Background: an optimization exercise with open tools, aiming at small area and a short achievable clock period. Do not read the settings as production practice. Power is estimated from default activity; no workload was simulated.

==> flow/design.v <==
module acc_scale24 (
    input  wire [7:0] c,
    output reg  [2:0] level
);
    always @* begin
        if      (c == 8'd255) level = 3'd5;
        else if (c >= 8'd204) level = 3'd4;
        else if (c >= 8'd153) level = 3'd3;
        else if (c >= 8'd102) level = 3'd2;
        else if (c >= 8'd51)  level = 3'd1;
        else                  level = 3'd0;
    end
endmodule
module acc_rgb_code (
    input  wire [2:0] red,
    input  wire [2:0] green,
    input  wire [2:0] blue,
    output wire [7:0] code
);
    assign code = 8'd16 + 8'd36 * red + 8'd6 * green + blue;
endmodule
module acc_classify_cube (
    input  wire [7:0] code,
    output wire [2:0] red,
    output wire [2:0] green,
    output wire [2:0] blue
);
    wire [5:0] y = code[7:2];
    reg  [2:0] r;
    always @* begin
        if      (y >= 6'd49) r = 3'd5;
        else if (y >= 6'd40) r = 3'd4;
        else if (y >= 6'd31) r = 3'd3;
        else if (y >= 6'd22) r = 3'd2;
        else if (y >= 6'd13) r = 3'd1;
        else                 r = 3'd0;
    end
    wire [5:0] x   = y - 6'd4 - {r, 3'd0} - {3'd0, r};
    wire [5:0] rem = {x[3:0], code[1:0]};
    reg  [2:0] g, b;
    always @* begin
        if      (rem >= 6'd30) begin g = 3'd5; b = rem[2:0] - 3'd6; end
        else if (rem >= 6'd24) begin g = 3'd4; b = rem[2:0];        end
        else if (rem >= 6'd18) begin g = 3'd3; b = rem[2:0] - 3'd2; end
        else if (rem >= 6'd12) begin g = 3'd2; b = rem[2:0] - 3'd4; end
        else if (rem >= 6'd6)  begin g = 3'd1; b = rem[2:0] - 3'd6; end
        else                   begin g = 3'd0; b = rem[2:0];        end
    end
    assign red = r;
    assign green = g;
    assign blue = b;
endmodule
module acc_classify (
    input  wire [7:0]  code,
    output reg  [10:0] var_out
);
    wire [2:0] k_r, k_g, k_b;
    acc_classify_cube u_cube (.code(code), .red(k_r), .green(k_g), .blue(k_b));
    always @* begin
        if (code < 8'd8)        var_out = {2'd0, 6'd0, code[2:0]};
        else if (code < 8'd16)  var_out = {2'd1, 6'd0, code[2:0]};
        else if (code < 8'd232) var_out = {2'd2, k_r, k_g, k_b};
        else                    var_out = {2'd3, 4'd0, code[4] & code[3], ~code[3], code[2:0]};
    end
endmodule
module acc_var_encode (
    input  wire [8:0] rgb,
    output wire       range_err,
    output wire [2:0] bad_value
);
    wire rb = rgb[8] & rgb[7];
    wire gb = rgb[5] & rgb[4];
    wire bb = rgb[2] & rgb[1];
    assign range_err = rb | gb | bb;
    assign bad_value = {2'b11, rb ? rgb[6] : gb ? rgb[3] : rgb[0]};
endmodule
module acc (
    input  wire        clk,
    input  wire        rst,
    input  wire        req_valid,
    input  wire [31:0] req_word,
    output wire        rsp_valid,
    output wire [31:0] rsp_word
);
    wire [3:0] op = req_word[31:28];
    wire [7:0] r8 = req_word[23:16];
    wire [7:0] g8 = req_word[15:8];
    wire [7:0] b8 = req_word[7:0];
    reg       seq_active;
    reg       seq_sub;
    reg [7:0] seq_cur;
    wire o1 = op == 4'h1;
    wire o2 = op == 4'h2;
    wire o3 = op == 4'h3;
    wire o4 = op == 4'h4;
    wire o5 = op == 4'h5;
    wire o6 = op == 4'h6;
    wire o7 = op == 4'h7;
    wire o8 = op == 4'h8;
    wire o9 = op == 4'h9;
    wire oa = op == 4'hA;
    wire ob = op == 4'hB;
    wire oc = op == 4'hC;
    wire od = op == 4'hD;
    wire mbz_ok = req_word[27:24] == 4'd0;
    wire z_hi   = req_word[23:11] == 13'd0;
    wire z_8    = z_hi & (req_word[10:8] == 3'd0);
    wire z_3    = z_8 & (req_word[7:3] == 5'd0);
    wire z_all  = z_3 & (req_word[2:0] == 3'd0);
    wire l_c = mbz_ok;                  
    wire l_8 = mbz_ok & z_8;            
    wire l_3 = mbz_ok & z_3;            
    wire l_z = mbz_ok & z_all;          
    wire [1:0] tag = req_word[10:9];
    wire v_fmt = ~tag[1] ? (req_word[8:3] == 6'd0)
                         : (~tag[0] | (req_word[8:5] == 4'd0));
    wire l_v = mbz_ok & z_hi & v_fmt;
    wire       v_rgb_bad;
    wire [2:0] v_bad;
    acc_var_encode u_vchk (.rgb(req_word[8:0]), .range_err(v_rgb_bad), .bad_value(v_bad));
    wire v_grey_bad = req_word[4] & req_word[3];
    wire r_bad = (r8[7:3] != 5'd0) | (r8[2] & r8[1]);
    wire g_bad = (g8[7:3] != 5'd0) | (g8[2] & g8[1]);
    wire b_bad = (b8[7:3] != 5'd0) | (b8[2] & b8[1]);
    wire c_rng = r_bad | g_bad | b_bad;
    wire l_bad = (b8[7:5] != 3'd0) | (b8[4] & b8[3]);
    wire sel_ok = ~(req_word[2] & (req_word[1] | req_word[0]));
    wire legal = ((o1 | o2) & l_3) | ((o3 | o5 | o9 | ob) & l_c)
               | ((o4 | o7 | o8 | oa) & l_8) | (o6 & l_v)
               | (oc & l_3 & sel_ok) | (od & l_z);
    wire rng = ((o3 | o9) & c_rng) | ((o4 | oa) & l_bad)
             | (o6 & tag[1] & (tag[0] ? v_grey_bad : v_rgb_bad));
    wire sq_end = od & ~seq_active;
    wire st1 = ~legal | sq_end;
    wire st0 = legal & (rng | sq_end);
    wire [2:0] s_r, s_g, s_b;
    acc_scale24 u_sr (.c(r8), .level(s_r));
    acc_scale24 u_sg (.c(g8), .level(s_g));
    acc_scale24 u_sb (.c(b8), .level(s_b));
    wire [7:0] code_c, code_s, code_v;
    acc_rgb_code u_code_c (.red(r8[2:0]), .green(g8[2:0]), .blue(b8[2:0]), .code(code_c));
    acc_rgb_code u_code_s (.red(s_r), .green(s_g), .blue(s_b), .code(code_s));
    acc_rgb_code u_code_v (.red(req_word[8:6]), .green(req_word[5:3]), .blue(req_word[2:0]),
                           .code(code_v));
    wire [10:0] cls_var;
    acc_classify u_cls (.code(b8), .var_out(cls_var));
    wire [7:0] l_code = {3'b111, b8[4] | b8[3], ~b8[3], b8[2:0]};
    wire c_ok = ~c_rng;
    wire s_w8   = ((o1 | o2) & l_3) | (o8 & l_8) | ((o4 | oa) & l_8 & l_bad)
                | ((o3 | o9) & l_c & ~r_bad & ~g_bad & b_bad)
                | (o6 & l_v & (~tag[1] | (tag[0] & v_grey_bad)));
    wire s_b3   = (o2 & l_3) | (o6 & l_v & ~tag[1] & tag[0]);
    wire s_r8   = (o3 | o9) & l_c & r_bad;
    wire s_g8   = (o3 | o9) & l_c & ~r_bad & g_bad;
    wire s_cc   = o3 & l_c & c_ok;
    wire s_cs   = o5 & l_c;
    wire s_cv   = o6 & l_v & tag[1] & ~tag[0] & ~v_rgb_bad;
    wire s_vbad = o6 & l_v & tag[1] & ~tag[0] & v_rgb_bad;
    wire s_lc   = ((o4 & l_8 & ~l_bad) | (o6 & l_v & tag[1] & tag[0] & ~v_grey_bad));
    wire s_pg   = oa & l_8 & ~l_bad;
    wire s_pc   = o9 & l_c & c_ok;
    wire s_ps   = ob & l_c;
    wire s_cls  = o7 & l_8;
    wire s_seq  = od & l_z & seq_active;
    wire [10:0] d =
          ({11{s_w8}}   & {3'd0, b8})
        | ({11{s_b3}}   & 11'd8)
        | ({11{s_r8}}   & {3'd0, r8})
        | ({11{s_g8}}   & {3'd0, g8})
        | ({11{s_cc}}   & {3'd0, code_c})
        | ({11{s_cs}}   & {3'd0, code_s})
        | ({11{s_cv}}   & {3'd0, code_v})
        | ({11{s_vbad}} & {8'd0, v_bad})
        | ({11{s_lc}}   & {3'd0, l_code})
        | ({11{s_pg}}   & {2'd3, 4'd0, b8[4:0]})
        | ({11{s_pc}}   & {2'd2, r8[2:0], g8[2:0], b8[2:0]})
        | ({11{s_ps}}   & {2'd2, s_r, s_g, s_b})
        | ({11{s_cls}}  & cls_var)
        | ({11{s_seq}}  & {3'd0, seq_cur});
    wire accept  = req_valid & ~rst;
    wire do_strt = accept & oc & l_3 & sel_ok;
    wire do_next = accept & s_seq;
    wire sel_sub = req_word[2] | req_word[1] | req_word[0];
    reg [7:0] first;
    always @* begin
        case (req_word[2:0])
            3'd2:    first = 8'd8;
            3'd3:    first = 8'd16;
            3'd4:    first = 8'd232;
            default: first = 8'd0;
        endcase
    end
    wire at_end = (seq_cur == 8'd255)
                | (seq_sub & ((seq_cur == 8'd7) | (seq_cur == 8'd15) | (seq_cur == 8'd231)));
    always @(posedge clk) begin
        if (rst)
            seq_active <= 1'b0;
        else if (do_strt)
            seq_active <= 1'b1;
        else if (do_next & at_end)
            seq_active <= 1'b0;
    end
    always @(posedge clk) begin
        if (do_strt) begin
            seq_cur <= first;
            seq_sub <= sel_sub;
        end else if (do_next & ~at_end) begin
            seq_cur <= seq_cur + 8'd1;
        end
    end
    assign rsp_valid = accept;
    assign rsp_word  = {2'b00, st1, st0, 17'd0, d};
endmodule
==> flow/config.mk <==
export PLATFORM = sky130hd
export DESIGN_NAME = acc
export DESIGN_NICKNAME = acc
export VERILOG_FILES = /design/flow/design.v
export SDC_FILE = /design/flow/constraint.sdc
export NUM_CORES = 4
export LEC_CHECK = 0
export ABC_AREA = 1
export CAP_MARGIN = 20
export CORE_MARGIN = 2
export CORE_UTILIZATION = 40
export SETUP_SLACK_MARGIN = 0
export SLEW_MARGIN = 20
export BUFFER_PORTS_ARGS = -buffer_cell sky130_fd_sc_hd__buf_2
==> flow/constraint.sdc <==
create_clock -name core_clock -period 11.0 [get_ports {clk}]
set_input_delay 2.2000 -clock core_clock [delete_from_list [all_inputs] [get_ports {clk}]]
set_output_delay 2.2000 -clock core_clock [all_outputs]
set_load 0.01 [all_outputs]
standard.sh (not shown) runs the stock make flow with config.mk's settings and CLKGATE_MAP_FILE= SYNTH_SCRIPT=/design/flow/synth_recipe.tcl, a recipe that flattens the netlist after the stock synthesis.
==> flow/flow/run.sh <==
#!/bin/bash
# The standard layout with two changes: synthesis maps adders with the
# rest of the logic (no full/half-adder cell extraction), and the port
# buffers are plain buffers (sky130_fd_sc_hd__buf_2).
set -e
echo "export BUFFER_PORTS_ARGS = -buffer_cell sky130_fd_sc_hd__buf_2" >> config.mk
bash standard.sh ADDER_MAP_FILE= finish > standard.log 2>&1
The baseline completed without violations.
Then changed:
--- a/flow/config.mk
+++ b/flow/config.mk
@@ -11,3 +11,3 @@
 export CORE_UTILIZATION = 40
-export SETUP_SLACK_MARGIN = 0
+export SETUP_SLACK_MARGIN = 2
 export SLEW_MARGIN = 20
After rerunning:
- The new run completed without violations
- clock power barely changes
- global-route usage is unchanged
- via count is unchanged
- total power is unchanged
- clock skew stays the same
- worst setup slack is unchanged
- routed wire length is unchanged
- synthesized area does not change
- final area stays the same
- sequential cell count is unchanged
- critical path depth is unchanged
No functional check of the RTL was part of any run of this note.

## separate check: timing with driven ports
How much do the figures lean on ideal ports? The routed layouts below were timed once more, with nothing changed but the port constraints.
Step 1: set_driving_cell puts a clkbuf_16 on clk and a buf_2 on each other input, an assumption about the parent block.
Step 2 times the ports against the registers' clock, not the clock port: input delays grow and output delays shrink by t, the midpoint of the rising clock arrivals with the driver on.
Three values: ideal ports, drivers, drivers and shift; two values: the first two.
run | t, ns | setup WS [ns] | worst setup path at the end | latest minus earliest clock arrival (ns) | worst register clock-pin slew, ns
the first run | 0.265 | 3.785 / 3.764 / 3.764 | input to output | 0.003 / 0.003 | 0.05 / 0.05
the second run | 0.265 | 3.785 / 3.764 / 3.764 | input to output | 0.003 / 0.003 | 0.05 / 0.05
After both steps every run listed still meets setup and hold.
